From an optimization exercise on the open Yosys and OpenROAD flow, aimed at small area, a short achievable clock period and few clock cycles per item; shortcuts taken in it are not production practice. Only simulation tests tie the RTL to the original design; equivalence was not proved.

==> run a <==
==> flow/design.v (excerpt) <==
module shipovnik_chal (
    input  wire         clk,
    input  wire         rst,
    input  wire         start,
    input  wire [511:0] hash,
    output reg          busy,
    output reg          done,
    output reg  [437:0] ch
);
    reg [511:0]      x;       
    reg [19:0]   v;       
    reg [4:0] cnt;     
    reg              ld;      
    wire [511:0] xn = ~x;
    wire n1 = x[4] ^ xn[0] ^ 1'b1;
    wire n2 = (x[4] & xn[0]) | (x[4] & 1'b1) | (xn[0] & 1'b1);
    wire n3 = x[10] ^ xn[6] ^ xn[0];
    wire n4 = (x[10] & xn[6]) | (x[10] & xn[0]) | (xn[6] & xn[0]);
    wire n5 = x[11] ^ xn[7] ^ xn[1];
    wire n6 = (x[11] & xn[7]) | (x[11] & xn[1]) | (xn[7] & xn[1]);
    wire n7 = x[12] ^ xn[8] ^ xn[2];
    wire n8 = (x[12] & xn[8]) | (x[12] & xn[2]) | (xn[8] & xn[2]);
    wire n9 = x[13] ^ xn[9] ^ xn[3];
    wire n10 = (x[13] & xn[9]) | (x[13] & xn[3]) | (xn[9] & xn[3]);
    wire n11 = x[14] ^ xn[10] ^ xn[4];
    wire n12 = (x[14] & xn[10]) | (x[14] & xn[4]) | (xn[10] & xn[4]);
    wire n13 = x[15] ^ xn[11] ^ xn[5];
    wire n14 = (x[15] & xn[11]) | (x[15] & xn[5]) | (xn[11] & xn[5]);
    wire n15 = x[16] ^ xn[12] ^ xn[6];
    wire n16 = (x[16] & xn[12]) | (x[16] & xn[6]) | (xn[12] & xn[6]);
    wire n17 = x[17] ^ xn[13] ^ xn[7];
    wire n18 = (x[17] & xn[13]) | (x[17] & xn[7]) | (xn[13] & xn[7]);
    wire n19 = x[18] ^ xn[14] ^ xn[8];
    wire n20 = (x[18] & xn[14]) | (x[18] & xn[8]) | (xn[14] & xn[8]);
    wire n21 = x[19] ^ xn[15] ^ xn[9];
    wire n22 = (x[19] & xn[15]) | (x[19] & xn[9]) | (xn[15] & xn[9]);
    wire n23 = x[20] ^ xn[16] ^ xn[10];
    wire n24 = (x[20] & xn[16]) | (x[20] & xn[10]) | (xn[16] & xn[10]);
    wire n25 = x[21] ^ xn[17] ^ xn[11];
  ...
clock: 32.0 ns
lec_check: 0
cap_margin: 20
core_margin: 2
core_utilization: 60
slew_margin: 20
standard.sh (not shown) runs the stock make flow with config.mk's settings and CLKGATE_MAP_FILE= SYNTH_SCRIPT=/design/flow/synth_recipe.tcl, a recipe that flattens the netlist after the stock synthesis.
==> flow/flow/run.sh <==
#!/bin/bash
# The standard layout (standard.sh), with four changes to how it is made:
#  - ports are buffered with sky130_fd_sc_hd__buf_1 rather than the default cell,
#  - sizing may change a cell's footprint (MATCH_CELL_FOOTPRINT=0),
#  - setup repair aims 24.3 ns below the 32 ns period, so critical paths get sized,
#  - clock tree synthesis adds no dummy loads and clusters up to 20 sinks within 100 um.
# make's full output goes to make_finish.log here; each step's log is under orfs/logs.
set -euo pipefail
bash standard.sh MATCH_CELL_FOOTPRINT=0 SETUP_SLACK_MARGIN=24.3 \
  "BUFFER_PORTS_ARGS=-buffer_cell sky130_fd_sc_hd__buf_1" \
  "CTS_ARGS=-sink_clustering_enable -repair_clock_nets -dont_use_dummy_load -sink_clustering_size 20 -sink_clustering_max_diameter 100" \
  finish > make_finish.log 2>&1
==> run b: changes against run a <==
==> flow/flow/run.sh (replaced) <==
#!/bin/bash
# The standard layout (standard.sh), with three changes to how it is made:
#  - ports are buffered with sky130_fd_sc_hd__buf_1 rather than the default cell,
#  - sizing may change a cell's footprint (MATCH_CELL_FOOTPRINT=0),
#  - setup repair aims 24 ns below the 32 ns period, so critical paths get sized.
# make's full output goes to make_finish.log here; each step's log is under orfs/logs.
set -euo pipefail
bash standard.sh MATCH_CELL_FOOTPRINT=0 SETUP_SLACK_MARGIN=24 \
  "BUFFER_PORTS_ARGS=-buffer_cell sky130_fd_sc_hd__buf_1" finish > make_finish.log 2>&1
CORE_UTILIZATION = 55   (was 60)
CTS_CLUSTER_DIAMETER = 100   (was not set)
CTS_CLUSTER_SIZE = 20   (was not set)
==> run c: changes against run a <==
==> flow/flow/run.sh (replaced) <==
#!/bin/bash
# The standard layout (standard.sh), with four changes to how it is made:
#  - ports are buffered with sky130_fd_sc_hd__buf_1 rather than the default cell,
#  - sizing may change a cell's footprint (MATCH_CELL_FOOTPRINT=0),
#  - setup repair aims 24 ns below the 32 ns period, so critical paths get sized,
#  - clock tree synthesis adds no dummy loads and clusters up to 20 sinks within 100 um.
# make's full output goes to make_finish.log here; each step's log is under orfs/logs.
set -euo pipefail
bash standard.sh MATCH_CELL_FOOTPRINT=0 SETUP_SLACK_MARGIN=24 \
  "BUFFER_PORTS_ARGS=-buffer_cell sky130_fd_sc_hd__buf_1" \
  "CTS_ARGS=-sink_clustering_enable -repair_clock_nets -dont_use_dummy_load -sink_clustering_size 20 -sink_clustering_max_diameter 100" \
  finish > make_finish.log 2>&1
CORE_UTILIZATION = 55   (was 60)
==> summary of the runs <==
Maximum frequency: run c < run b < run a. Sequential share of layout area: run a < run b < run c. Cell area: run c < run b < run a. Setup slack, highest first: run a, run b, run c. Run b went through all stages and came out clean. Run c completed with no timing, DRC or antenna violations. Run a passed the timing, design-rule and antenna checks. Between run a and run c, the lower die area is in run a (gap 8.3%, measured against run c). Routed wire length, lowest first: run a, run c, run b. In flip-flop and latch count, run a and run b do not differ. The lowest count of clock-buffer cells in the layout belongs to run a, the highest to run b.
Testbench counts of run a, summed over its fixed seeds: cycles 5,376, items 256.
Testbench counts of run b, summed over its fixed seeds: cycles 5,376, items 256.
Testbench counts of run c, summed over its fixed seeds: cycles 5,376, items 256.

==> inputs of trial 8 <==
Starting RTL as in the previous note.
==> flow/config.mk <==
export PLATFORM = sky130hd
export DESIGN_NAME = shipovnik_chal
export DESIGN_NICKNAME = shipovnik_chal
export VERILOG_FILES = /design/flow/design.v
export SDC_FILE = /design/flow/constraint.sdc
export NUM_CORES = 4
export LEC_CHECK = 0
export CAP_MARGIN = 20
export CORE_MARGIN = 2
export CORE_UTILIZATION = 55
export SLEW_MARGIN = 20
==> flow/constraint.sdc <==
create_clock -name core_clock -period 32.0 [get_ports {clk}]
set_input_delay 6.4000 -clock core_clock [delete_from_list [all_inputs] [get_ports {clk}]]
set_output_delay 6.4000 -clock core_clock [all_outputs]
set_load 0.01 [all_outputs]
==> flow/flow/run.sh <==
#!/bin/bash
# The standard layout (standard.sh), with three changes to how it is made:
#  - ports are buffered with sky130_fd_sc_hd__buf_1 rather than the default cell,
#  - sizing may change a cell's footprint (MATCH_CELL_FOOTPRINT=0),
#  - setup repair aims 24 ns below the 32 ns period, so critical paths get sized.
# make's full output goes to make_finish.log here; each step's log is under orfs/logs.
set -euo pipefail
bash standard.sh MATCH_CELL_FOOTPRINT=0 SETUP_SLACK_MARGIN=24 \
  "BUFFER_PORTS_ARGS=-buffer_cell sky130_fd_sc_hd__buf_1" finish > make_finish.log 2>&1
==> build 42: changes against trial 8 <==
==> flow/flow/run.sh (replaced) <==
#!/bin/bash
# The standard layout (standard.sh), with three changes to how it is made:
#  - ports are buffered with sky130_fd_sc_hd__buf_1 rather than the default cell,
#  - sizing may change a cell's footprint (MATCH_CELL_FOOTPRINT=0),
#  - setup repair aims 24.4 ns below the 32 ns period, so critical paths get sized.
# make's full output goes to make_finish.log here; each step's log is under orfs/logs.
set -euo pipefail
bash standard.sh MATCH_CELL_FOOTPRINT=0 SETUP_SLACK_MARGIN=24.4 \
  "BUFFER_PORTS_ARGS=-buffer_cell sky130_fd_sc_hd__buf_1" finish > make_finish.log 2>&1
- CORE_UTILIZATION: 55 -> 65
==> summary of the runs <==
- In trial 8 the worst setup slack is lower than in build 42, by 0.045 ns.
- Build 42 finished with timing, DRC and antenna clean. Trial 8 passed the timing, design-rule and antenna checks.
- In trial 8 the final area is smaller than in build 42, by about 0.25%.
- Between build 42 and trial 8, the lower worst hold slack is in trial 8 (gap 0.063 ns).
- In trial 8 the global-route usage is lower than in build 42, by 4.8 points.
- Between build 42 and trial 8, the lower clock skew is in trial 8 (gap 0.0040 ns).
- Against trial 8, the register-to-register slack of build 42 is higher by 0.36 ns.
==> figures <==
metric	build 42	trial 8
Met1 Wirelength	97,400 um	111,000 um
Die height	377 um	409 um
Post-CTS Repair Setup Buffers	20	9
Worst-skew pair later-pin latency	0.79 ns	0.80 ns
Non-clock buffers, area share	4.82%	4.15%
Number of detailed-route iterations in the first pass	5	7
Endpoint of the most critical setup path	ch[298]	ch[122]
Core Rows	136	148
Vias	62,300	61,500
Initial cell density of the core	65.6%	55.4%
Status	timing/DRC/antenna clean	timing/DRC/antenna clean
Die outline area	142,000 um^2	167,000 um^2
Crit path DAT	1.42 ns	1.47 ns
Clock-cell share of area	3.68%	3.96%
CLK BUF	141	132
Number of global-route vias before repair	66,500	65,700
Worst clock skew	0.0727 ns	0.0687 ns
Testbench counts of trial 8, summed over its fixed seeds: cycles 5,376, items 256.
Testbench counts of build 42, summed over its fixed seeds: cycles 5,376, items 256.

==> inputs of zinc <==
Starting RTL as in the previous note.
Design shipovnik_chal, start of the top module:
module shipovnik_chal (
    input  wire         clk,
    input  wire         rst,
    input  wire         start,
    input  wire [511:0] hash,
    output reg          busy,
    output reg          done,
    output reg  [437:0] ch
);
    reg [511:0]      x;       
    reg [19:0]   v;       
    reg [4:0] cnt;     
    reg              ld;      
    wire [511:0] xn = ~x;
    wire n1 = x[4] ^ xn[0] ^ 1'b1;
    wire n2 = (x[4] & xn[0]) | (x[4] & 1'b1) | (xn[0] & 1'b1);
    wire n3 = x[10] ^ xn[6] ^ xn[0];
    wire n4 = (x[10] & xn[6]) | (x[10] & xn[0]) | (xn[6] & xn[0]);
    wire n5 = x[11] ^ xn[7] ^ xn[1];
    wire n6 = (x[11] & xn[7]) | (x[11] & xn[1]) | (xn[7] & xn[1]);
    wire n7 = x[12] ^ xn[8] ^ xn[2];
    wire n8 = (x[12] & xn[8]) | (x[12] & xn[2]) | (xn[8] & xn[2]);
    wire n9 = x[13] ^ xn[9] ^ xn[3];
    wire n10 = (x[13] & xn[9]) | (x[13] & xn[3]) | (xn[9] & xn[3]);
    wire n11 = x[14] ^ xn[10] ^ xn[4];
  ...
Settings: LEC_CHECK=0, CAP_MARGIN=20, CORE_MARGIN=2, CORE_UTILIZATION=60, SLEW_MARGIN=20; clock period 32.0 ns.
==> flow/flow/run.sh <==
#!/bin/bash
# The standard layout (standard.sh), with four changes to how it is made:
#  - ports are buffered with sky130_fd_sc_hd__buf_1 rather than the default cell,
#  - sizing may change a cell's footprint (MATCH_CELL_FOOTPRINT=0),
#  - setup repair aims 24.2 ns below the 32 ns period, so critical paths get sized,
#  - clock tree synthesis adds no dummy loads.
# make's full output goes to make_finish.log here; each step's log is under orfs/logs.
set -euo pipefail
bash standard.sh MATCH_CELL_FOOTPRINT=0 SETUP_SLACK_MARGIN=24.2 \
  "BUFFER_PORTS_ARGS=-buffer_cell sky130_fd_sc_hd__buf_1" \
  "CTS_ARGS=-sink_clustering_enable -repair_clock_nets -dont_use_dummy_load" \
  finish > make_finish.log 2>&1
==> yarrow (differences from zinc) <==
--- a/flow/flow/run.sh
+++ b/flow/flow/run.sh
@@ -4,3 +4,3 @@
 #  - sizing may change a cell's footprint (MATCH_CELL_FOOTPRINT=0),
-#  - setup repair aims 24.2 ns below the 32 ns period, so critical paths get sized,
+#  - setup repair aims 24 ns below the 32 ns period, so critical paths get sized,
 #  - clock tree synthesis adds no dummy loads.
@@ -8,3 +8,3 @@
 set -euo pipefail
-bash standard.sh MATCH_CELL_FOOTPRINT=0 SETUP_SLACK_MARGIN=24.2 \
+bash standard.sh MATCH_CELL_FOOTPRINT=0 SETUP_SLACK_MARGIN=24 \
   "BUFFER_PORTS_ARGS=-buffer_cell sky130_fd_sc_hd__buf_1" \
- CORE_UTILIZATION: 60 -> 55
==> summary.txt <==
| quantity | yarrow | zinc |
|---|---|---|
| Outcome | finished clean | finished clean |
| Chip Height | 409 µm | 392 µm |
| Critical-path top delay cell | buf_1 | edfxtp_1 |
| TAP cells | 2175 | 2016 |
| Total inserted antenna cells | 37 | 69 |
| Critical R2R Capture | v[19]$_DFF_P_ | x[474]$_DFF_P_ |
| M1 WL | 111000 µm | 101000 µm |
| Sequential share of cell area | 24.1% | 24.1% |
| Fraction of area in multi-input gates | 63.6% | 63.8% |
| Clock skew after layout | 0.104 ns | 0.0891 ns |
| Die footprint | 0.167 mm² | 0.154 mm² |
| Global-route usage over all layers | 34.6% | 36.4% |
Testbench counts of zinc, summed over its fixed seeds: cycles 5,376, items 256.
Testbench counts of yarrow, summed over its fixed seeds: cycles 5,376, items 256.

[static timing again, ports no longer ideal]
The flow's constraints put no driver on any port. The routed layouts listed below were extracted and timed again, unchanged, in two steps. Step 1 (the two cells are an assumption about what drives the block):
set clk [get_ports {clk}]
set_driving_cell -lib_cell sky130_fd_sc_hd__clkbuf_16 $clk
set_driving_cell -lib_cell sky130_fd_sc_hd__buf_2 [delete_from_list [all_inputs] $clk]
Step 2 also shifts input and output timing later by t, the mid clock arrival at the registers, as if the neighbouring blocks saw the same clock. Three values: no drivers, after step 1, after step 2; two values: the first two.
| run | t (ns) | setup WS [ns] | worst hold slack (ns) | latest minus earliest clock arrival (ns) | worst register clock-pin slew, ns |
|---|---|---|---|---|---|
| run a | 0.758 | 24.246 / 24.158 / 24.331 | 0.461 / 0.461 / 0.461 | 0.097 / 0.097 | 0.09 / 0.09 |
| run b | 0.802 | 24.112 / 24.021 / 24.271 | 0.474 / 0.474 / 0.474 | 0.033 / 0.033 | 0.10 / 0.10 |
| run c | 0.774 | 24.102 / 24.012 / 24.236 | 0.474 / 0.474 / 0.474 | 0.070 / 0.070 | 0.09 / 0.09 |
| trial 8 | 0.858 | 24.134 / 24.041 / 24.274 | 0.470 / 0.470 / 0.470 | 0.071 / 0.072 | 0.07 / 0.07 |
| build 42 | 0.841 | 24.179 / 24.087 / 24.575 | 0.534 / 0.534 / 0.534 | 0.072 / 0.073 | 0.07 / 0.07 |
| zinc | 0.799 | 24.246 / 24.156 / 24.434 | 0.473 / 0.473 / 0.473 | 0.114 / 0.114 | 0.07 / 0.07 |
| yarrow | 0.829 | 24.120 / 24.026 / 24.311 | 0.465 / 0.465 / 0.465 | 0.113 / 0.113 | 0.07 / 0.07 |
After both steps setup and hold are still met in every run listed.
